What follows belongs to an exercise in optimizing a design on an open flow for small area; a production flow would make more cautious choices. In this exercise RTL edits were held to simulation tests only and were not proved equivalent to the original. No activity file was given, so power comes from the tool's default toggle rates.

===== flow/config.mk =====
export PLATFORM = sky130hd
export DESIGN_NAME = spark16_core
export DESIGN_NICKNAME = spark16_core
export VERILOG_FILES = /design/flow/design.v
export SDC_FILE = /design/flow/constraint.sdc
export NUM_CORES = 4
export LEC_CHECK = 0
export CAP_MARGIN = 20
export CORE_MARGIN = 2
export CORE_UTILIZATION = 60
export CTS_BUF_LIST = sky130_fd_sc_hd__clkbuf_16
export CTS_CLUSTER_DIAMETER = 120
export CTS_CLUSTER_SIZE = 24
export SLEW_MARGIN = 20

===== flow/flow/run.sh =====
#!/bin/bash
# Own layout flow: the standard layout (standard.sh, ORFS synthesis to finish) with two
# changes that only affect how the layout is made:
#  - synthesis: synth_recipe.tcl unchanged, except that Yosys's abc call (the mapping of the
#    combinational logic, after the registers are mapped) uses the area-oriented script
#    flow/abc_area.script instead of ORFS's speed script;
#  - the port buffers that global placement inserts use the smallest buffer cell.
# Every tool's output goes to standard_flow.log here; ORFS's own logs are under orfs/logs.
set -euo pipefail
W=$(pwd)
{
  cat <<EOT
proc abc {args} {
  set out {}
  set skip 0
  foreach a \$args {
    if {\$skip} { lappend out $W/flow/abc_area.script; set skip 0; continue }
    if {\$a eq "-script"} { lappend out \$a; set skip 1; continue }
    lappend out \$a
  }
  yosys abc {*}\$out
}
EOT
  cat synth_recipe.tcl
} > own_synth.tcl
bash standard.sh "SYNTH_SCRIPT=$W/own_synth.tcl" \
  "BUFFER_PORTS_ARGS=-buffer_cell sky130_fd_sc_hd__buf_1" finish > standard_flow.log 2>&1

===== flow/constraint.sdc =====
create_clock -name core_clock -period 10.0 [get_ports {clk}]
set_input_delay 2.0000 -clock core_clock [delete_from_list [all_inputs] [get_ports {clk}]]
set_output_delay 2.0000 -clock core_clock [all_outputs]
set_load 0.01 [all_outputs]

===== flow/flow/abc_area.script =====
strash
&get -n
&fraig -x
&put
scorr
dc2
strash
&get -n
&dch -f
&nf -R 1000
&st
&dch -f
&nf -R 1000
&put

===== flow/design.v =====
module spark16_core (
    input  wire        clk,
    input  wire        rst,           
    input  wire        load,
    input  wire [15:0] load_start,
    input  wire [15:0] load_len,
    output reg         mem_valid,
    output reg         mem_we,
    output reg  [15:0] mem_addr,
    output reg  [15:0] mem_wdata,
    input  wire        mem_ready,
    input  wire [15:0] mem_rdata,
    output wire        halted,
    output wire        faulted,
    output wire [2:0]  fault_kind,
    input  wire [3:0]  dbg_sel,
    output reg  [15:0] dbg_data
);
    localparam [3:0] S_CLR  = 4'd0;    
    localparam [3:0] S_LDP  = 4'd1;    
    localparam [3:0] S_CHK  = 4'd2;    
    localparam [3:0] S_EX1  = 4'd3;    
    localparam [3:0] S_EXJ  = 4'd4;    
    localparam [3:0] S_EXL  = 4'd5;    
    localparam [3:0] S_EXR  = 4'd6;    
    localparam [3:0] S_EXP  = 4'd7;    
    localparam [3:0] S_FET  = 4'd8;
    localparam [3:0] S_DEC  = 4'd9;
    localparam [3:0] S_MEM  = 4'd10;
    localparam [3:0] S_ROT  = 4'd11;
    localparam [3:0] S_DONE = 4'd12;
    reg [15:0] rf [1:7];
    reg [15:0] pc, sp, pe, ps;
    reg        fz, fc, fn, fv;
    reg [15:0] ir;
    reg [3:0]  aux;           
    reg        psv;           
    reg        c;             
    reg        ic;            
    reg [3:0]  cnt;
    reg [3:0]  state;
    wire done;
    assign halted     = done & aux[3];
    assign fault_kind = done ? aux[2:0] : 3'd0;
    assign faulted    = done & (aux[2:0] != 3'd0);
    wire pass = ~state[3];
    assign done = (state == S_DONE);
    wire t0   = (cnt == 4'd0);
    wire [3:0] op   = ir[15:12];
    wire [2:0] f    = ir[2:0];
    wire [3:0] sub  = ir[11:8];
    wire [2:0] esel = ir[7:5];
    wire op0 = (op == 4'h0);
    wire op1 = (op == 4'h1);
    wire opF = (op == 4'hF);
    wire is_sh   = op0 & f[2] & f[1];
    wire is_shl  = is_sh & ~f[0];
    wire is_ldr  = op1 & (f == 3'd0);
    wire is_str  = op1 & (f == 3'd1);
    wire is_cmp  = op1 & (f == 3'd2);
    wire is_ret  = op1 & (f == 3'd3);
    wire is_push = op1 & (f == 3'd4);
    wire is_pop  = op1 & (f == 3'd5);
    wire is_ld   = (op == 4'h2);
    wire is_st   = (op == 4'h3);
    wire is_lui  = (op == 4'h7);
    wire is_call = (op == 4'h9);
    wire is_jmp  = (op == 4'hA) | (op == 4'hB) | (op == 4'hC) | (op == 4'hD);
    wire e_ok    = (esel[2:1] == 2'b00) | (esel == 3'd2);
    wire is_mfs  = opF & (sub == 4'h1) & e_ok;
    wire is_mts  = opF & (sub == 4'h2) & e_ok;
    wire is_halt = opF & (sub == 4'hF);
    wire is_mem  = is_ldr | is_str | is_ret | is_push | is_pop | is_ld | is_st | is_call;
    wire mem_wr  = is_str | is_st | is_push | is_call;
    wire [2:0] fk =
        ((op1 & f[2] & f[1]) | (op == 4'hE) |
         (opF & (sub != 4'h0) & (sub != 4'hE) & (sub != 4'hF) & ~is_mfs & ~is_mts)) ? 3'd1 :
        (opF & (sub == 4'hE)) ? 3'd5 :
        ((is_push | is_call | is_pop | is_ret) & aux[3]) ? 3'd4 : 3'd0;
    wire taken = (op == 4'hA) | ((op == 4'hB) & fz) | ((op == 4'hC) & ~fz) |
                 ((op == 4'hD) & ~fz & (fn == fv));
    wire [3:0] m   = is_shl ? aux : (4'd0 - aux);
    wire [4:0] u   = {1'b0, cnt} + {1'b0, m};
    wire       nz  = (aux != 4'd0);
    wire       msk = nz & (is_shl ? u[4] : ~u[4]);
    wire       u15 = (u == 5'd15);
    wire       u16 = (u == 5'd16);
    wire       rot_end = (cnt == ~m);
    reg  [3:0]  isel;
    wire [3:0]  rsel = done ? dbg_sel : isel;
    reg  [15:0] rm;
    always @* begin
        case (rsel)
            4'd1, 4'd2, 4'd3, 4'd4, 4'd5, 4'd6, 4'd7:
                   rm = rf[rsel[2:0]];
            4'd8:  rm = pc;
            4'd9:  rm = sp;
            4'd10: rm = {12'h000, fv, fn, fc, fz};
            4'd11: rm = psv ? ps : 16'h0000;
            4'd12: rm = pe;
            4'd13: rm = done ? 16'h0000 : ir;
            default: rm = 16'h0000;
        endcase
    end
    always @* dbg_data = rm;
    localparam [2:0] A_ZERO = 3'd0, A_GPR = 3'd1, A_PC = 3'd2, A_SP = 3'd3,
                     A_PE = 3'd4, A_C2 = 3'd5;
    localparam [2:0] B_ZERO = 3'd0, B_C2 = 3'd1, B_R0 = 3'd2, B_RT = 3'd3,
                     B_S8 = 3'd4, B_Z8 = 3'd5, B_S12 = 3'd6, B_LUI = 3'd7;
    reg  [2:0] asel, bsel, aop;
    wire [2:0] aidx = (op[3:1] == 3'b000) ? ir[8:6] : ir[11:9];
    wire       gpr_a = (aidx == 3'd0) ? 1'b0 : rf[aidx][0];
    reg        inc_sp;
    wire       ix    = inc_sp ? sp[0] : pc[0];
    wire       inc_o = ix ^ (ic & ~t0);
    wire       ic_n  = t0 | (ix & ic);
    reg a;
    always @* begin
        case (asel)
            A_GPR:   a = gpr_a;
            A_PC:    a = pc[0];
            A_SP:    a = sp[0];
            A_PE:    a = pe[0];
            A_C2:    a = (cnt == 4'd1);
            default: a = 1'b0;
        endcase
    end
    reg  [3:0] bidx;
    reg        bz;
    always @* begin
        bidx = cnt;
        bz   = 1'b0;
        case (bsel)
            B_R0:  bidx = 4'd0;
            B_S8:  if (cnt[3]) bidx = 4'd7;
            B_Z8:  bz = cnt[3];
            B_S12: if (cnt > 4'd11) bidx = 4'd11;
            B_LUI: begin bidx = {1'b0, cnt[2:0]}; bz = ~cnt[3]; end
            default: ;
        endcase
    end
    wire bsel_rm = rm[bidx];
    wire b = (bsel == B_ZERO) ? 1'b0 :
             (bsel == B_C2)   ? (cnt == 4'd1) :
             (bsel_rm & ~bz);
    wire subm = (aop == 3'd1);
    wire bb   = b ^ subm;
    wire cin  = t0 ? subm : c;
    wire sum  = a ^ bb ^ cin;
    wire cout = (a & bb) | (a & cin) | (bb & cin);
    reg r;
    always @* begin
        case (aop)
            3'd0, 3'd1: r = sum;
            3'd2:       r = a & b;
            3'd3:       r = a | b;
            3'd4:       r = a ^ b;
            3'd5:       r = ~a;
            default:    r = a & ~msk;        
        endcase
    end
    reg        gwr;           
    reg  [2:0] dsel;
    reg  [1:0] pcs;           
    reg  [1:0] sps;           
    reg        pew;           
    reg  [2:0] flm;           
    always @* begin
        isel   = 4'd0;
        asel   = A_ZERO;
        bsel   = B_ZERO;
        aop    = 3'd0;
        gwr    = 1'b0;
        dsel   = ir[11:9];
        pcs    = 2'd0;
        sps    = 2'd0;
        pew    = 1'b0;
        flm    = 3'd0;
        inc_sp = 1'b0;
        case (state)
            S_CLR: begin
                pcs = 2'd2; sps = 2'd2; pew = 1'b1; flm = 3'd4;
            end
            S_LDP: begin
                isel = 4'd11; bsel = B_RT; asel = A_PE;
                pcs = 2'd3; sps = 2'd3; pew = 1'b1;
            end
            S_CHK: begin
                isel = 4'd11; bsel = B_RT; asel = A_PC; aop = 3'd1;
            end
            S_DEC: begin
                isel = {1'b0, ir[5:3]};
            end
            S_EX1: begin
                pcs = 2'd1;
                if (op0) begin
                    isel = {1'b0, ir[5:3]}; bsel = B_R0; asel = A_GPR;
                    aop = f; gwr = 1'b1;
                    flm = is_sh ? (nz ? 3'd3 : 3'd0) : (f[2:1] == 2'b00) ? 3'd1 : 3'd2;
                end else if (op1) begin
                    aop = 3'd1;
                    if (is_cmp) begin
                        isel = {1'b0, ir[5:3]}; bsel = B_R0; asel = A_GPR; flm = 3'd1;
                    end
                    if (is_push & ~aux[3]) begin
                        asel = A_SP; bsel = B_C2; sps = 2'd2;
                    end
                end else if (op == 4'h4 || op == 4'h8) begin
                    isel = 4'd13; bsel = B_S8; asel = A_GPR; flm = 3'd1;
                    aop = (op == 4'h8) ? 3'd1 : 3'd0;
                    gwr = (op == 4'h4);
                end else if (op == 4'h5 || op == 4'h6) begin
                    isel = 4'd13; bsel = B_Z8; asel = A_GPR; flm = 3'd2;
                    aop = (op == 4'h5) ? 3'd2 : 3'd3; gwr = 1'b1;
                end else if (is_lui) begin
                    isel = 4'd13; bsel = B_LUI; gwr = 1'b1;
                end else if (is_call) begin
                    aop = 3'd1;
                    if (~aux[3]) begin
                        asel = A_SP; bsel = B_C2; sps = 2'd2;
                    end
                end else if (is_mfs) begin
                    gwr  = 1'b1;
                    dsel = ir[4:2];
                    isel = {2'b10, esel[1:0]};
                    bsel = esel[1] ? B_RT : B_R0;
                    asel = (esel[1:0] == 2'd0) ? A_C2 : A_ZERO;
                end else if (is_mts) begin
                    isel = {1'b0, ir[4:2]}; bsel = B_R0;
                    case (esel[1:0])
                        2'd0:    pcs = 2'd2;
                        2'd1:    sps = 2'd2;
                        default: flm = 3'd4;
                    endcase
                end
            end
            S_MEM: begin
                isel = is_push ? {1'b0, ir[8:6]} : is_call ? 4'd8 : {1'b0, ir[11:9]};
            end
            S_EXJ: begin
                isel = 4'd13; bsel = B_S12; asel = A_PC; pcs = 2'd2;
            end
            S_EXL: begin
                isel = 4'd13; bsel = B_RT; gwr = 1'b1; dsel = aux[2:0];
            end
            S_EXP: begin
                isel = 4'd13; bsel = B_RT; gwr = 1'b1; dsel = aux[2:0];
                inc_sp = 1'b1; sps = 2'd1;
            end
            S_EXR: begin
                isel = 4'd13; bsel = B_RT; pcs = 2'd2;
                inc_sp = 1'b1; sps = 2'd1;
            end
            default: ;
        endcase
    end
    wire clr = (state == S_CLR);
    wire rot = (state == S_ROT);
    reg pc_in, sp_in;
    always @* begin
        case (pcs)
            2'd0: pc_in = pc[0];
            2'd1: pc_in = inc_o;
            2'd2: pc_in = r;
            default: pc_in = b;
        endcase
        case (sps)
            2'd0: sp_in = sp[0];
            2'd1: sp_in = inc_o;
            2'd2: sp_in = r;
            default: sp_in = ~t0;
        endcase
    end
    wire chk_bad = ~c | (ic ? ~aux[1] : aux[0]);
    wire moob    = ic & pc[0];
    always @* begin
        mem_valid = 1'b0;
        mem_we    = 1'b0;
        mem_addr  = pc;
        mem_wdata = rm;
        if (state == S_FET) begin
            mem_valid = ~chk_bad & ~moob;
        end else if (state == S_MEM) begin
            mem_valid = 1'b1;
            mem_we    = mem_wr;
            if (is_ld | is_st)
                mem_addr = {8'h00, ir[7:0]};
            else if (is_ldr | is_str)
                mem_addr = {13'd0, ir[8:6]};
            else
                mem_addr = sp;
        end
    end
    wire accept = mem_valid & mem_ready;
    integer i;
    always @(posedge clk) begin
        for (i = 1; i < 8; i = i + 1) begin
            if (pass | (rot & (dsel == i)))
                rf[i] <= {(clr | (gwr & (dsel == i))) ? r : rf[i][0], rf[i][15:1]};
        end
    end
    always @(posedge clk) begin
        if (pass) begin
            pc <= {pc_in, pc[15:1]};
            sp <= {sp_in, sp[15:1]};
        end
    end
    always @(posedge clk) begin
        if (load)
            pe <= load_len;
        else if (pass)
            pe <= {pew ? r : pe[0], pe[15:1]};
    end
    always @(posedge clk) begin
        if (load)
            ps <= load_start;
    end
    always @(posedge clk) begin
        if (accept & ~mem_we)
            ir <= mem_rdata;
    end
    always @(posedge clk) begin
        if (pass) begin
            c  <= cout;
            ic <= ic_n;
        end
    end
    wire t15 = (cnt == 4'd15);
    always @(posedge clk) begin
        case (flm)
            3'd1, 3'd2: begin
                fz <= (fz | t0) & ~r;
                if (t15) begin
                    fn <= r;
                    fc <= (flm == 3'd1) & (cout ^ subm);
                    fv <= (flm == 3'd1) & (cin ^ cout);
                end
            end
            3'd3: begin
                fz <= (fz | t0) & ~r;
                fv <= 1'b0;
                if (is_shl) begin
                    if (u15) fn <= a;
                    if (u16) fc <= a;
                end else begin
                    fn <= 1'b0;
                    if (u15) fc <= a;
                end
            end
            3'd4: begin
                if (cnt[3:2] == 2'd0) begin
                    fz <= fc; fc <= fn; fn <= fv; fv <= b;
                end
            end
            default: ;
        endcase
    end
    always @(posedge clk) begin
        if (rst) begin
            state   <= S_CLR;
            cnt     <= 4'd0;
            psv     <= 1'b0;
        end else if (load) begin
            state   <= S_LDP;
            cnt     <= 4'd0;
            psv     <= 1'b1;
        end else begin
            if (pass | (rot & ~rot_end))
                cnt <= cnt + 4'd1;
            else
                cnt <= 4'd0;
            case (state)
                S_CLR, S_LDP, S_EXJ, S_EXL, S_EXR, S_EXP:
                    if (t15) state <= S_CHK;
                S_CHK: begin
                    aux[0] <= (inc_o ^ pe[0]) ? inc_o : (aux[0] & ~t0);
                    aux[1] <= pe[0] & (aux[1] | t0);
                    if (t15) state <= S_FET;
                end
                S_FET: begin
                    if (chk_bad) begin
                        aux     <= 4'd3;
                        state   <= S_DONE;
                    end else if (moob) begin
                        aux     <= 4'd2;
                        state   <= S_DONE;
                    end else if (mem_ready)
                        state <= S_DEC;
                end
                S_DEC: begin
                    aux    <= is_sh ? rm[3:0] :
                              {((is_push | is_call) & (sp[15:1] == 15'd0)) |
                              ((is_pop | is_ret) & (sp == 16'hFFFF)), ir[11:9]};
                    state  <= S_EX1;
                end
                S_EX1:
                    if (t15) begin
                        if (fk != 3'd0) begin
                            aux     <= {1'b0, fk};
                            state   <= S_DONE;
                        end else if (is_halt) begin
                            aux    <= 4'b1000;
                            state  <= S_DONE;
                        end else if (is_sh & nz)
                            state <= S_ROT;
                        else if (is_mem)
                            state <= S_MEM;
                        else if (is_jmp & taken)
                            state <= S_EXJ;
                        else
                            state <= S_CHK;
                    end
                S_MEM:
                    if (mem_ready) begin
                        if (is_call)
                            state <= S_EXJ;
                        else if (mem_wr)
                            state <= S_CHK;
                        else if (is_ret)
                            state <= S_EXR;
                        else if (is_pop)
                            state <= S_EXP;
                        else
                            state <= S_EXL;
                    end
                S_ROT:
                    if (rot_end) state <= S_CHK;
                default: ;
            endcase
        end
    end
endmodule

===== flow/standard.sh =====
#!/bin/bash
# synth_recipe.tcl (not shown) runs the flow's synth.tcl, then flattens the netlist and writes it again
# the make line also repeats each setting of config.mk as NAME=value (left out here)
make -C /OpenROAD-flow-scripts/flow DESIGN_CONFIG=/design/flow/config.mk WORK_HOME=/design/flow/orfs CLKGATE_MAP_FILE= SYNTH_SCRIPT=/design/flow/synth_recipe.tcl "${@:-finish}"

==> reports/metrics.yaml, run 1 <==
synth_edf_count: 202
fin_area_um2: 11600
worst_setup_hold_path_clk_slew_ns: 0.10
cp_max_fanout: 17
synth_area_um2: 10400
timing.critical_path.slowest_stage_cell: "a2111oi_1"
die_h_um: 136
antenna_found_initial: 0
cts-hold-fix-buffers: 0
fin_worst_skew_ns: 0.0173
highest_count_cells_in_the_layout_ignoring_fill_and_taps: "edfxtp_1 (202), nand2_1 (109), buf_1 (109)"
start_util: 0.608
maximum_number_of_pins_on_one_net_before_global_route_repair: 42
drt_first_pass_iters: 10
largest_family_of_logic_cells_by_synthesized_area: "compound AO/OA/AOI/OAI gates"
global_route.overflow_total: 0
cts_root_buffer: "clkbuf_16"
routed_wl_um: 34600
die_footprint_um2: 18500
dr.first_iter.drc_count: 1598
cellLeakagePower_nw: 4.14
ctsHtreeMaxLevel: 1
clk_latency_ns: 0.48
globalRouteTotalUtil: 0.375
core_area_um2: 17200
kind_of_cell_adding_the_most_delay_to_the_critical_path: "simple AND/OR/NAND/NOR gates"
min-delay-start: "rf[1][12]$_DFFE_PP_"
clock.fmax_ghz: 0.124
tritoncts_num_sinks: 211
cts_made_buffers: 12
fin_total_pwr_mw: 2.09
gp_routability_congestion: 1.03
ys_warn_count: 18
synth.area.mux_share: 0.0302
mappedNetlistNets: 980
setup-tns-final_ns: 0
hold_viol_final: 0
report.final.setup_viol: 0
final_layout_size_suffix_gt1_frac: 0.0438
postSynthCellCount: 912
pwr_density_cell_nw_per_um2: 180
first_global_vias: 8414
finish.net_count: 1112
min_delay_endpoint: "rf[1][11]$_DFFE_PP_"
detailroute.via_count: 9007
worst-slew-pin-transition_ns: 1.02
crit-reg2reg-launch: "ir[13]$_DFFE_PP_"
largest_incremental_delay_on_the_critical_path_ns: 0.80
synth_cell_type_count: 58
hold_path_depth: 0
timing.final.crit_share: 0.803
outcome: "complete, no violations"
cts_tree: "done"
drc_errors: 0
rsz0062_at_grt: "no"
synthXorXnorAreaFrac: 0.00839
rr_endpoint: "pc[15]$_DFFE_PN_"
final.min_clock_period_ns: 8.03
synth.yosys.seq_area_share: 0.598
synthesized_area_per_cell_um2: 11.5
antenna-diode-count: 0
path_class: "flop to flop"
post_cts.resized_instances: 0
critical_path_arrival_ns: 8.27
placementRows: 48
postSynth.topFlopCell: "edfxtp_1"
dp_hpwl_um: 25400
worstSetupStartpointType: "flop"
r2r_slack_ns: 1.97
synth-seq-cells: 211
relSlewSlack: 0.318
simple_gate_fraction_of_synth_area: 0.158
port_buffer_count: 110
whs_ns: 0.456
timing.max_cap.violations: 0
cell_area_reported_after_detailed_placement_um2: 11200
io_pins: 111
grt_first_pass_wirelength_um: 50900
critPathBufInv: 3
reg2reg_depth: 29
yosys.area_share.adder: 0.0158
peak_supply_drop_v: 0.000183
ant_nets: 0
avgRoutedWirePerCell_um: 27.2
layout.cells.most_common: "edfxtp_1"
avgViaCountPerCell: 7.06
critPathRequiredTime_ns: 10.24
pins_over_their_slew_limit: 0
cts.repair_timing.setup_buffer_count: 0
die_x_extent_um: 136
min-delay-path-class: "flop to flop"
async_flop_share: 0
end_kind: "flop"
maximum_clock_path_buffer_count: 3
synth_compound_gate_area_share: 0.171
flow.area_growth_from_synthesis_pct: 10.9
[Yosys cell counts, types with 9 or more instances]
cell	count	area [µm²]
a222oi_1	38	380
buf_4	16	120
a21oi_1	43	215
nand3_1	55	275
nor3_1	16	80.1
and3_1	9	56.3
nand2b_1	11	68.8
dfxtp_1	9	180
clkinv_1	20	75.1
nor2_1	100	375
a22oi_1	45	338
o21ai_0	65	325
and2_0	10	62.6
edfxtp_1	202	6070
a221oi_1	9	78.8
mux2i_1	9	90.1
ha_1	10	125
mux2_1	18	203
nand4_1	12	75.1
nor4_1	13	81.3
nand2_1	109	409
[final cells by class]
type,instances,area [µm²]
Multi-Input combinational cell,665,4030
Timing Repair Buffer,134,594
Fill cell,1335,5590
Clock inverter,7,30.0
Sequential cell,211,6250
Clock buffer,13,325
Tap cell,225,282
Inverter,20,75.1
[power breakdown]
group | internal, mW | total (mW) | switching (mW)
clock | 0.237 | 0.516 | 0.278
combinational | 0.0879 | 0.245 | 0.157
sequential | 1.18 | 1.33 | 0.149
total | 1.50 | 2.09 | 0.584
[how the worst max path moves through the flow]
| stage | startpoint | endpoint | depth (start not counted) |
|---|---|---|---|
| after floorplan | dbg_sel[1] | pc[15]$_DFFE_PN_ | 21 |
| after global placement | ir[13]$_DFFE_PP_ | pc[15]$_DFFE_PN_ | 29 |
| after detailed placement | ir[13]$_DFFE_PP_ | pc[15]$_DFFE_PN_ | 29 |
| after CTS | ir[13]$_DFFE_PP_ | pc[15]$_DFFE_PN_ | 29 |
| after global routing | ir[13]$_DFFE_PP_ | pc[15]$_DFFE_PN_ | 29 |
| final | ir[13]$_DFFE_PP_ | pc[15]$_DFFE_PN_ | 29 |
[per-stage QoR]
step | utilization | setup slack, ns | instances
floorplan | - | 2.61 | 912
global placement | 0.654 | 2.36 | 1255
detailed placement | 0.654 | 2.11 | 1255
CTS | 0.674 | 2.07 | 1275
global route | 0.674 | 1.51 | 1275
finish | 0.674 | 1.97 | 1275
[logic make-up (layout without fill, tap and decap cells)]
group / count (synthesis) / count (layout)
flip-flops: 211 / 211
XOR/XNOR: 10 / 10
multiplexers: 28 / 28
AO/OA/AOI/OAI: 256 / 256
AND/OR/NAND/NOR: 359 / 359
adder cells (fa/ha/maj): 12 / 12
buffers and inverters: 36 / 174
[metal layers]
| layer | vias up | part of all wire | GRT usage |
|---|---|---|---|
| li1 | 3893 | - | - |
| met1 | 4199 | 0.37 | 0.527 |
| met2 | 780 | 0.44 | 0.573 |
| met3 | 135 | 0.14 | 0.0861 |
| met4 | 0 | 0.049 | 0.144 |
| met5 | - | 0 | 0 |
[state kept, by name (all words and copies together), names as in the netlist]
signal  count
aux         4
c           1
cnt         4
fc          1
fn          1
fv          1
fz          1
ic          1
ir         16
pc         16
pe         16
ps         16
psv         1
rf        112
sp         16
state       4
[worst register-to-register path: cells and delay by family, from the launching register on]
kind	cells	cell delay [ns]
AND/OR/NAND/NOR	13	2.86
AO/OA/AOI/OAI	10	2.56
flip-flops	1	0.62
buffers and inverters	3	0.61
adder cells (fa/ha/maj)	1	0.45
multiplexers	1	0.38
XOR/XNOR	1	0.31
==> run 2, diff against run 1 <==
--- a/flow/design.v
+++ b/flow/design.v
@@ -375,6 +375,8 @@
                 S_CHK: begin
                     aux[0] <= (inc_o ^ pe[0]) ? inc_o : (aux[0] & ~t0);
                     aux[1] <= pe[0] & (aux[1] | t0);
+                    aux[2] <= (aux[2] & ~sp[0]) | t0;      
+                    aux[3] <= (aux[3] | t0) & sp[0];       
                     if (t15) state <= S_FET;
                 end
                 S_FET: begin
@@ -389,8 +391,8 @@
                 end
                 S_DEC: begin
                     aux    <= is_sh ? rm[3:0] :
-                              {((is_push | is_call) & (sp[15:1] == 15'd0)) |
-                              ((is_pop | is_ret) & (sp == 16'hFFFF)), ir[11:9]};
+                              {((is_push | is_call) & aux[2]) |
+                              ((is_pop | is_ret) & aux[3]), ir[11:9]};
                     state  <= S_EX1;
                 end
                 S_EX1:
==> reports/metrics.yaml, run 2 <==
die_x_extent_um: 136
crit_path_frequent_cell: "nor2_1"
gp_routability_congestion: 1.08
start_util: 0.606
timing.final.crit_share: 0.798
detailroute.via_count: 8827
outcome: "complete, no violations"
core_area_um2: 17100
postSynthCellCount: 915
synth_cell_type_count: 52
global_route.overflow_total: 0
worst_setup_hold_path_clk_slew_ns: 0.10
critPathRequiredTime_ns: 10.24
report.final.setup_viol: 0
mappedNetlistNets: 983
ant_nets: 0
layout.cells.most_common: "edfxtp_1"
worst-slew-pin-transition_ns: 1.06
cts-hold-fix-buffers: 0
dp_hpwl_um: 24000
min-delay-path-class: "flop to flop"
largest_reg_flops: 112
timing.max_cap.violations: 0
cts_tree: "done"
worstSetupStartpointType: "flop"
synth.top_cells.by_area: "edfxtp_1 (58%), nor2_1 (4.6%), nand2_1 (4.0%), a22oi_1 (3.8%), a222oi_1 (3.1%)"
clock.fmax_ghz: 0.125
post_cts.resized_instances: 0
die_h_um: 136
yosys-top-cells-count: "edfxtp_1 (202), nor2_1 (126), nand2_1 (111)"
path_class: "flop to flop"
highest_count_cells_in_the_layout_ignoring_fill_and_taps: "edfxtp_1 (202), nor2_1 (125), nand2_1 (111)"
synth_area_um2: 10400
place_worst_setup_slack_ns: 2.27
most_common_cell_in_the_netlist: "edfxtp_1"
rsz0062_at_grt: "no"
async_flop_share: 0
peak_supply_drop_v: 0.000219
globalRouteTotalUtil: 0.360
postSynth.topFlopCell: "edfxtp_1"
ys_warn_count: 18
setup-tns-final_ns: 0
routed_wl_um: 32700
final.min_clock_period_ns: 7.98
tritoncts_num_sinks: 211
cellLeakagePower_nw: 4.15
avgRoutedWirePerCell_um: 25.6
pins_over_their_slew_limit: 0
grt_first_pass_wirelength_um: 49000
timing.critical_path.slowest_stage_cell: "edfxtp_1"
critical_path_arrival_ns: 8.21
maximum_number_of_pins_on_one_net_before_global_route_repair: 39
final_layout_size_suffix_gt1_frac: 0.0446
synth-seq-cells: 211
finish.utilization: 0.673
dr.first_iter.drc_count: 1488
relSlewSlack: 0.296
drt_first_pass_iters: 6
io_pins: 111
end_kind: "flop"
placementRows: 48
cts_root_buffer: "clkbuf_16"
flow.area_growth_from_synthesis_pct: 11.1
finish.net_count: 1117
dpl.cell_count: 1260
cts_made_buffers: 12
registers.top_by_ff_count: "rf"
port_buffer_count: 110
pwr_density_cell_nw_per_um2: 180
avgViaCountPerCell: 6.90
ctsHtreeMaxLevel: 1
synthesized_area_per_cell_um2: 11.3
maximum_clock_path_buffer_count: 3
die_footprint_um2: 18400
cts.repair_timing.setup_buffer_count: 0
synth_top_area_frac: 0.584
drc_errors: 0
largest_incremental_delay_on_the_critical_path_ns: 0.56
synth.yosys.seq_area_share: 0.602
stdcell_count: 1280
first_global_vias: 8245
synth_edf_count: 202
timing.final.ws_setup_ns: 2.02
hold_viol_final: 0
cp_max_fanout: 17
fin_worst_skew_ns: 0.0233
antenna_found_initial: 3
synth_top_cell_by_area: "edfxtp_1"
clk_latency_ns: 0.48
-- run 2: changes by cell type in the layout (fill, tap and decap cells not counted), sizes merged, moves of 8 or more --
cell	delta
nor2	+26
nor4	-10
o21ai	-9
a22oi	+8
-- run 2: path summary, 6_finish.rpt --
| path | start | endpoint | slack (ns) | cells after the start |
|---|---|---|---|---|
| max | ir[13]$_DFFE_PP_ | pc[15]$_DFFE_PN_ | 2.02 | 27 |
| min | rf[2][8]$_DFFE_PP_ | rf[2][7]$_DFFE_PP_ | 0.46 | 0 |
| min reg2reg | rf[2][8]$_DFFE_PP_ | rf[2][7]$_DFFE_PP_ | 0.46 | 0 |
| max reg2reg | ir[13]$_DFFE_PP_ | pc[15]$_DFFE_PN_ | 2.02 | 27 |
-- run 2: metrics by stage --
stage,power [mW],cell area (µm²),hold WS [ns]
global route,2.13,11500,0.463
global placement,1.56,11200,0.429
finish,2.07,11500,0.458
detailed placement,1.56,11200,0.434
floorplan,1.42,10400,0.425
CTS,2.06,11500,0.449
-- run 2: where the power goes --
part           internal, mW  switching (mW)  leakage, nW
combinational        0.0863           0.152         1.67
clock                 0.236           0.274        0.182
sequential             1.18           0.143         2.30
total                  1.51           0.569         4.15
-- run 2: worst max-delay path: cells and delay by family, from the launching register on --
| family | cells | cell delay [ns] |
|---|---|---|
| flip-flops | 1 | 0.56 |
| XOR/XNOR | 1 | 0.23 |
| AO/OA/AOI/OAI | 11 | 2.72 |
| adder cells (fa/ha/maj) | 1 | 0.44 |
| AND/OR/NAND/NOR | 12 | 3.35 |
| buffers and inverters | 2 | 0.44 |
-- run 2: routing by layer --
metal | GRT usage | vias to the layer above | share of wire
met5 | 0 | - | 0
met4 | 0.120 | 0 | 0.032
met3 | 0.107 | 77 | 0.14
met2 | 0.534 | 654 | 0.44
met1 | 0.515 | 4237 | 0.39
li1 | - | 3859 | -
-- run 2: kinds of logic (layout without fill, tap and decap cells) --
group / after synthesis / count (layout) / share of synthesized area
AND/OR/NAND/NOR: 366 / 366 / 0.156
AO/OA/AOI/OAI: 251 / 251 / 0.169
flip-flops: 211 / 211 / 0.602
buffers and inverters: 38 / 176 / 0.0195
multiplexers: 26 / 26 / 0.0289
adder cells (fa/ha/maj): 12 / 12 / 0.0159
XOR/XNOR: 11 / 11 / 0.00928
other: 0 / 2 / 0
-- run 2: final cells by class --
class,count,area [µm²]
flip-flops and latches,211,6250
fillers,1338,5590
multi-input cells,666,3950
repair buffers,136,609
clock buffers,13,325
well taps,225,282
inverters,22,82.6
clock inverters,5,22.5
diodes,2,5.00
==> run 3, diff against run 2 <==
==> flow/run.sh (new file) <==
#!/bin/bash
# synth_recipe.tcl (not shown) runs the flow's synth.tcl, then flattens the netlist and writes it again
# the make line also repeats each setting of config.mk as NAME=value (left out here)
make -C /OpenROAD-flow-scripts/flow DESIGN_CONFIG=/design/flow/config.mk WORK_HOME=/design/flow/orfs CLKGATE_MAP_FILE= SYNTH_SCRIPT=/design/flow/synth_recipe.tcl finish
removed: flow/flow/run.sh
removed: flow/flow/abc_area.script
removed: flow/standard.sh
==> reports/metrics.yaml, run 3 <==
relSlewSlack: 0.224
report.final.setup_viol: 0
grt_first_pass_wirelength_um: 59700
seq_power_share: 0.588
registers.top_by_ff_count: "rf"
path_class: "input port to output pin"
ctsHtreeMaxLevel: 1
hold_path_depth: 0
setup-tns-final_ns: 0
cellLeakagePower_nw: 5.09
worst-slew-pin-transition_ns: 1.15
yosys-top-cells-count: "edfxtp_1 (202), nand2_1 (127), nor2_1 (91)"
tritoncts_num_sinks: 211
die_h_um: 147
post_cts.resized_instances: 0
reg2reg_depth: 17
synth_top_cell_by_area: "edfxtp_1"
power_report.internal_total_mw: 1.60
ant_nets: 0
drc_errors: 0
synth-seq-cells: 211
netSwitchingFraction: 0.270
drt_first_pass_iters: 11
maxUsedRoutingLayer: "met4"
fin_total_pwr_mw: 2.20
cts-hold-fix-buffers: 0
pwr_density_cell_nw_per_um2: 159
synth.yosys.seq_area_share: 0.512
global_route.overflow_total: 0
end_kind: "output pin"
clk_latency_ns: 0.47
synth_area_um2: 12200
ys_warn_count: 18
total_switching_power_mw: 0.593
met2WireLength_um: 17000
detailroute.via_count: 10571
synth_top_area_frac: 0.497
critical_path_arrival_ns: 5.92
io_pins: 111
highest_count_cells_in_the_layout_ignoring_fill_and_taps: "edfxtp_1 (202), nand2_1 (127), clkdlybuf4s50_1 (110)"
worst_setup_path_endpoint: "mem_wdata[15]"
postSynth.topFlopCell: "edfxtp_1"
maximum_clock_path_buffer_count: 3
clockPowerShare: 0.243
cts_tree: "done"
fin_worst_skew_ns: 0.00874
largest_reg_flops: 112
clock.fmax_ghz: 0.126
critPathRequiredTime_ns: 8.00
async_flop_share: 0
core_area_um2: 20100
dpl.cell_count: 1465
avgViaCountPerCell: 7.14
synth_cell_type_count: 94
worstSetupStartpointType: "input port"
die_footprint_um2: 21500
synthesized_area_per_cell_um2: 10.6
antenna-diode-count: 0
antenna_found_initial: 0
placementRows: 52
final_layout_size_suffix_gt1_frac: 0.0934
cts.repair_timing.setup_buffer_count: 0
whs_ns: 0.459
stdcell_count: 1480
fin_area_um2: 13800
fill_cells: 1550
final.min_clock_period_ns: 7.92
first_global_vias: 9716
globalRouteTotalUtil: 0.367
crit-reg2reg-launch: "ir[12]$_DFFE_PP_"
synth.top_cells.by_area: "edfxtp_1 (50%), nand2_1 (3.9%), mux2_2 (3.0%), nor2_1 (2.8%), a21oi_1 (2.3%)"
route.met3.wl_um: 5010
timing.final.crit_share: 0.792
cell_area_reported_after_detailed_placement_um2: 13400
routed_wl_um: 40300
outcome: "complete, no violations"
pins_over_their_slew_limit: 0
finish.utilization: 0.686
die_x_extent_um: 147
met1_length_um: 16100
avgRoutedWirePerCell_um: 27.2
peak_supply_drop_v: 0.000125
port_buffer_count: 110
finish.net_count: 1277
place_worst_setup_slack_ns: 2.08
worst_setup_hold_path_clk_slew_ns: 0.09
timing.max_cap.violations: 0
start_util: 0.607
r2r_slack_ns: 2.77
postSynthCellCount: 1151
maximum_number_of_pins_on_one_net_before_global_route_repair: 49
flow.area_growth_from_synthesis_pct: 13.0
timing.final.ws_setup_ns: 2.08
mappedNetlistNets: 1219
gp_routability_congestion: 1.02
most_common_cell_in_the_netlist: "edfxtp_1"
worst_setup_path_startpoint: "dbg_sel[2]"
rr_endpoint: "sp[15]$_DFFE_PN_"
layout.cells.most_common: "edfxtp_1"
hold_viol_final: 0
cp_max_fanout: 26
dp_hpwl_um: 29200
dr.first_iter.drc_count: 1563
synth_edf_count: 202
share_comb_of_total_power: 0.169
min-delay-path-class: "flop to flop"
cts_root_buffer: "clkbuf_16"
rsz0062_at_grt: "no"
cts_made_buffers: 12
-- run 3: cell count changes after synthesis, sizes merged, moves of 28 or more --
| cell | change |
|---|---|
| a22oi | -42 |
| a222oi | -28 |
| buf | +37 |
| inv | +31 |
| nor2 | -35 |
| clkbuf | +39 |
-- run 3: cell families after synthesis --
group           after synthesis  share of synthesized area
buf+inv                     124                     0.0474
simple gates                417                      0.174
compound gates              307                      0.185
xor+xnor                     17                     0.0122
flops                       211                      0.512
mux                          62                     0.0553
fa+ha+maj                    13                     0.0144
-- run 3: layout make-up --
class | count | area [µm²] | area share
inverter | 32 | 120 | 0.00871
sequential | 211 | 6250 | 0.453
tap | 270 | 338 | 0.0245
clock buffer | 13 | 325 | 0.0236
clock inverter | 2 | 33.8 | 0.00245
timing repair buffer | 136 | 1300 | 0.0940
multi-input combinational | 816 | 5430 | 0.394
-- run 3: power by group through the flow --
stage | combinational (mW) | sequential [mW] | clock, mW
after floorplan | 0.223 | 1.23 | 0
after global placement | 0.360 | 1.30 | 0
after detailed placement | 0.363 | 1.30 | 0
after CTS | 0.366 | 1.29 | 0.537
after global routing | 0.395 | 1.30 | 0.562
final | 0.372 | 1.29 | 0.533
-- run 3: how the worst min path moves through the flow --
| stage | endpoint | start | slack, ns |
|---|---|---|---|
| final | rf[4][4]$_DFFE_PP_ | rf[4][5]$_DFFE_PP_ | 0.46 |
| after global routing | rf[6][2]$_DFFE_PP_ | rf[6][3]$_DFFE_PP_ | 0.47 |
| after CTS | rf[3][12]$_DFFE_PP_ | rf[3][13]$_DFFE_PP_ | 0.45 |
| after detailed placement | rf[1][3]$_DFFE_PP_ | rf[1][4]$_DFFE_PP_ | 0.43 |
| after global placement | rf[1][13]$_DFFE_PP_ | rf[1][14]$_DFFE_PP_ | 0.43 |
| after floorplan | rf[2][9]$_DFFE_PP_ | rf[2][10]$_DFFE_PP_ | 0.42 |
-- run 3: layer usage --
layer | vias up | GRT usage
met5 | - | 0
met2 | 849 | 0.549
met4 | 0 | 0.134
met3 | 178 | 0.0888
met1 | 5002 | 0.524
li1 | 4542 | -
-- run 3: critical path, cell delays in order --
cell and delay [ns]:
clkdlybuf4s50_1 0.39, or3b_2 0.20, a21oi_1 0.10, a311o_1 0.41, nor3_4 0.88, nor2_1 0.30, and2_1 0.32, a221o_1 0.32
a221oi_1 0.37, inv_1 0.11, clkdlybuf4s50_1 0.50
==> run 4, diff against run 3 <==
==> flow/flow/run.sh (new file) <==
#!/bin/bash
# Own layout flow: the standard layout (standard.sh, ORFS synthesis to finish) with one
# change that only affects how the layout is made: in synthesis, synth_recipe.tcl runs
# unchanged except that Yosys's abc call (the mapping of the combinational logic, after the
# registers are mapped) uses the area-oriented script flow/abc_area.script instead of ORFS's
# speed script. The output of make and every tool it runs goes to standard_flow.log here;
# ORFS's own per-step logs are under orfs/logs.
set -euo pipefail
W=$(pwd)
{
  cat <<EOT
proc abc {args} {
  set out {}
  set skip 0
  foreach a \$args {
    if {\$skip} { lappend out $W/flow/abc_area.script; set skip 0; continue }
    if {\$a eq "-script"} { lappend out \$a; set skip 1; continue }
    lappend out \$a
  }
  yosys abc {*}\$out
}
EOT
  cat synth_recipe.tcl
} > own_synth.tcl
bash standard.sh "SYNTH_SCRIPT=$W/own_synth.tcl" finish > standard_flow.log 2>&1
==> flow/flow/abc_area.script (new file) <==
strash
&get -n
&fraig -x
&put
scorr
dc2
strash
&get -n
&dch -f
&nf -R 1000
&st
&dch -f
&nf -R 1000
&put
==> flow/standard.sh (new file) <==
#!/bin/bash
# synth_recipe.tcl (not shown) runs the flow's synth.tcl, then flattens the netlist and writes it again
# the make line also repeats each setting of config.mk as NAME=value (left out here)
make -C /OpenROAD-flow-scripts/flow DESIGN_CONFIG=/design/flow/config.mk WORK_HOME=/design/flow/orfs CLKGATE_MAP_FILE= SYNTH_SCRIPT=/design/flow/synth_recipe.tcl "${@:-finish}"
removed: flow/run.sh
==> reports/metrics.yaml, run 4 <==
ys_warn_count: 18
r2r_slack_ns: 2.02
drt_first_pass_iters: 8
core_area_um2: 17100
largest_family_of_logic_cells_by_synthesized_area: "compound AO/OA/AOI/OAI gates"
gp_routability_congestion: 1.10
tritoncts_num_sinks: 211
timing.final.crit_share: 0.804
registers.top_by_ff_count: "rf"
setup-tns-final_ns: 0
drc_errors: 0
synth-seq-cells: 211
clock.fmax_ghz: 0.124
path_class: "flop to output pin"
timing.critical_path.slowest_stage_cell: "or4b_1"
yosys-top-cells-count: "edfxtp_1 (202), nor2_1 (126), nand2_1 (111)"
cp_max_fanout: 17
dr.first_iter.drc_count: 1700
avgRoutedWirePerCell_um: 26.8
antenna-diode-count: 0
worst_setup_hold_path_clk_slew_ns: 0.10
mappedNetlistNets: 983
flow.area_growth_from_synthesis_pct: 17.6
critical_path_arrival_ns: 6.04
fin_worst_skew_ns: 0.0149
fin_total_pwr_mw: 2.14
cts.repair_timing.setup_buffer_count: 0
async_flop_share: 0
cts-hold-fix-buffers: 0
io_pins: 111
antenna_found_initial: 0
die_h_um: 136
crit_path_frequent_cell: "o21ai_0"
pwr_density_cell_nw_per_um2: 175
min-delay-path-class: "flop to flop"
synth.yosys.seq_area_share: 0.602
post_cts.resized_instances: 0
detailroute.via_count: 8909
finish.net_count: 1115
critPathBufInv: 2
finish.utilization: 0.713
highest_count_cells_in_the_layout_ignoring_fill_and_taps: "edfxtp_1 (202), nor2_1 (124), nand2_1 (111)"
postSynth.topFlopCell: "edfxtp_1"
largest_incremental_delay_on_the_critical_path_ns: 0.65
relSlewSlack: 0.338
synthesized_area_per_cell_um2: 11.3
reg2reg_depth: 28
cellLeakagePower_nw: 4.42
hold_path_depth: 0
synth_area_um2: 10400
worst-slew-pin-transition_ns: 0.991
port_buffer_count: 110
clk_latency_ns: 0.48
layout.cells.most_common: "edfxtp_1"
maximum_number_of_pins_on_one_net_before_global_route_repair: 39
synthXorXnorAreaFrac: 0.00928
cts_tree: "done"
peak_supply_drop_v: 0.000220
simple_gate_fraction_of_synth_area: 0.156
final_layout_size_suffix_gt1_frac: 0.0457
pins_over_their_slew_limit: 0
critPathRequiredTime_ns: 8.00
min-delay-start: "rf[5][11]$_DFFE_PP_"
ant_nets: 0
timing.max_cap.violations: 0
ctsHtreeMaxLevel: 1
report.final.setup_viol: 0
largest_reg_flops: 112
hold_viol_final: 0
min_delay_endpoint: "rf[5][10]$_DFFE_PP_"
kind_of_cell_adding_the_most_delay_to_the_critical_path: "simple AND/OR/NAND/NOR gates"
maximum_clock_path_buffer_count: 3
synth.top_cells.by_area: "edfxtp_1 (58%), nor2_1 (4.6%), nand2_1 (4.0%), a22oi_1 (3.8%), a222oi_1 (3.1%)"
die_footprint_um2: 18400
start_util: 0.606
globalRouteTotalUtil: 0.372
crit-reg2reg-launch: "ir[13]$_DFFE_PP_"
end_kind: "output pin"
worstSetupStartpointType: "flop"
die_x_extent_um: 136
dp_hpwl_um: 25100
first_global_vias: 8163
cts_root_buffer: "clkbuf_16"
cts_made_buffers: 12
postSynthCellCount: 915
synth.area.mux_share: 0.0289
yosys.area_share.adder: 0.0159
synth_top_cell_by_area: "edfxtp_1"
synth_compound_gate_area_share: 0.169
most_common_cell_in_the_netlist: "edfxtp_1"
synth_cell_type_count: 52
global_route.overflow_total: 0
grt_first_pass_wirelength_um: 50500
placementRows: 48
rsz0062_at_grt: "no"
avgViaCountPerCell: 6.98
routed_wl_um: 34200
final.min_clock_period_ns: 8.04
outcome: "complete, no violations"
rr_endpoint: "pc[15]$_DFFE_PN_"
synth_edf_count: 202
timing.critical_path.cells: "nor3_1, o21ai_0, or4b_1, and2_0, o21ai_0, a2111oi_0, o21ai_0, o21ai_0, nor3_2, buf_4, and3_1, a222oi_1, nand4_1, clkdlybuf4s50_1"
synth_top_area_frac: 0.584
## run 4: cell type report
cell class              instances  area [µm²]
flip-flops and latches        211        6250
fillers                      1208        4910
multi-input cells             666        3970
repair buffers                134        1280
clock buffers                  13         325
well taps                     225         282
inverters                      22        82.6
clock inverters                 5        22.5
## run 4: metal layers
layer  up-vias  part of all wire  track usage  routed length [µm]
met5         -                 0            0                   0
li1       3845                 -            -                   -
met1      4243              0.38        0.535               13000
met3        92              0.14        0.104                4910
met4         0             0.031        0.110                1080
met2       729              0.44        0.558               15200
## run 4: through the flow
stage / worst slack (ns) / instances / hold slack (ns) / area (µm²)
final: 1.96 / 1276 / 0.456 / 12200
after global routing: 1.41 / 1276 / 0.470 / 12200
after CTS: 2.11 / 1275 / 0.455 / 12200
after detailed placement: 2.26 / 1257 / 0.434 / 11800
after global placement: 2.46 / 1257 / 0.428 / 11800
after floorplan: 2.91 / 915 / 0.425 / 10400
## run 4: logic make-up after synthesis
kind of cell | count (synthesis)
AO/OA/AOI/OAI | 251
XOR/XNOR | 11
adder cells (fa/ha/maj) | 12
buffers and inverters | 38
flip-flops | 211
multiplexers | 26
AND/OR/NAND/NOR | 366
## run 4: worst max path at each step
stage	endpoint	startpoint	depth (start not counted)	slack (ns)
finish	dbg_data[1]	ir[13]$_DFFE_PP_	14	1.96
CTS	dbg_data[1]	ir[13]$_DFFE_PP_	14	2.11
global placement	pc[15]$_DFFE_PN_	ir[13]$_DFFE_PP_	28	2.46
floorplan	pc[15]$_DFFE_PN_	dbg_sel[0]	21	2.91
detailed placement	pc[15]$_DFFE_PN_	ir[13]$_DFFE_PP_	28	2.26
global route	pc[15]$_DFFE_PN_	ir[13]$_DFFE_PP_	28	1.41
## run 4: report_power, final
part | total [mW] | internal, mW | switching, mW
Clock | 0.508 | 0.236 | 0.272
Sequential | 1.33 | 1.18 | 0.143
Combinational | 0.307 | 0.151 | 0.156
Total | 2.14 | 1.57 | 0.571

==> port drivers added, routing unchanged <==
In the flow no input, the clock included, has a driving cell. The finished layouts below were timed again as built, in two steps. Step 1, drivers: a clkbuf_16 drives clk and a buf_2 each remaining input, both assumed. Step 2 adds t to the input delays and takes it off the output delays; t is the mean of the earliest and latest rising clock arrival at the registers after step 1. Input paths then give back, and output paths get back, about the clock's delay inside the block. a / b / c = ideal ports / drivers / drivers and shift; a / b = the first two.
run | t, ns | setup slack, ns | worst data-port slew with drivers (ns) | cell pins on the clock port's net
run 1 | 0.518 | 1.966 / 1.966 / 1.966 | 0.05 | 1
run 2 | 0.517 | 2.022 / 2.022 / 2.022 | 0.04 | 1
run 3 | 0.513 | 2.082 / 2.061 / 2.012 | 0.05 | 1
run 4 | 0.516 | 1.964 / 1.918 / 2.017 | 0.04 | 1
After both steps every run listed still meets setup and hold. The setup slack of run 3, which loses most, moves by -0.021 ns with the drivers and by -0.070 ns with both steps.
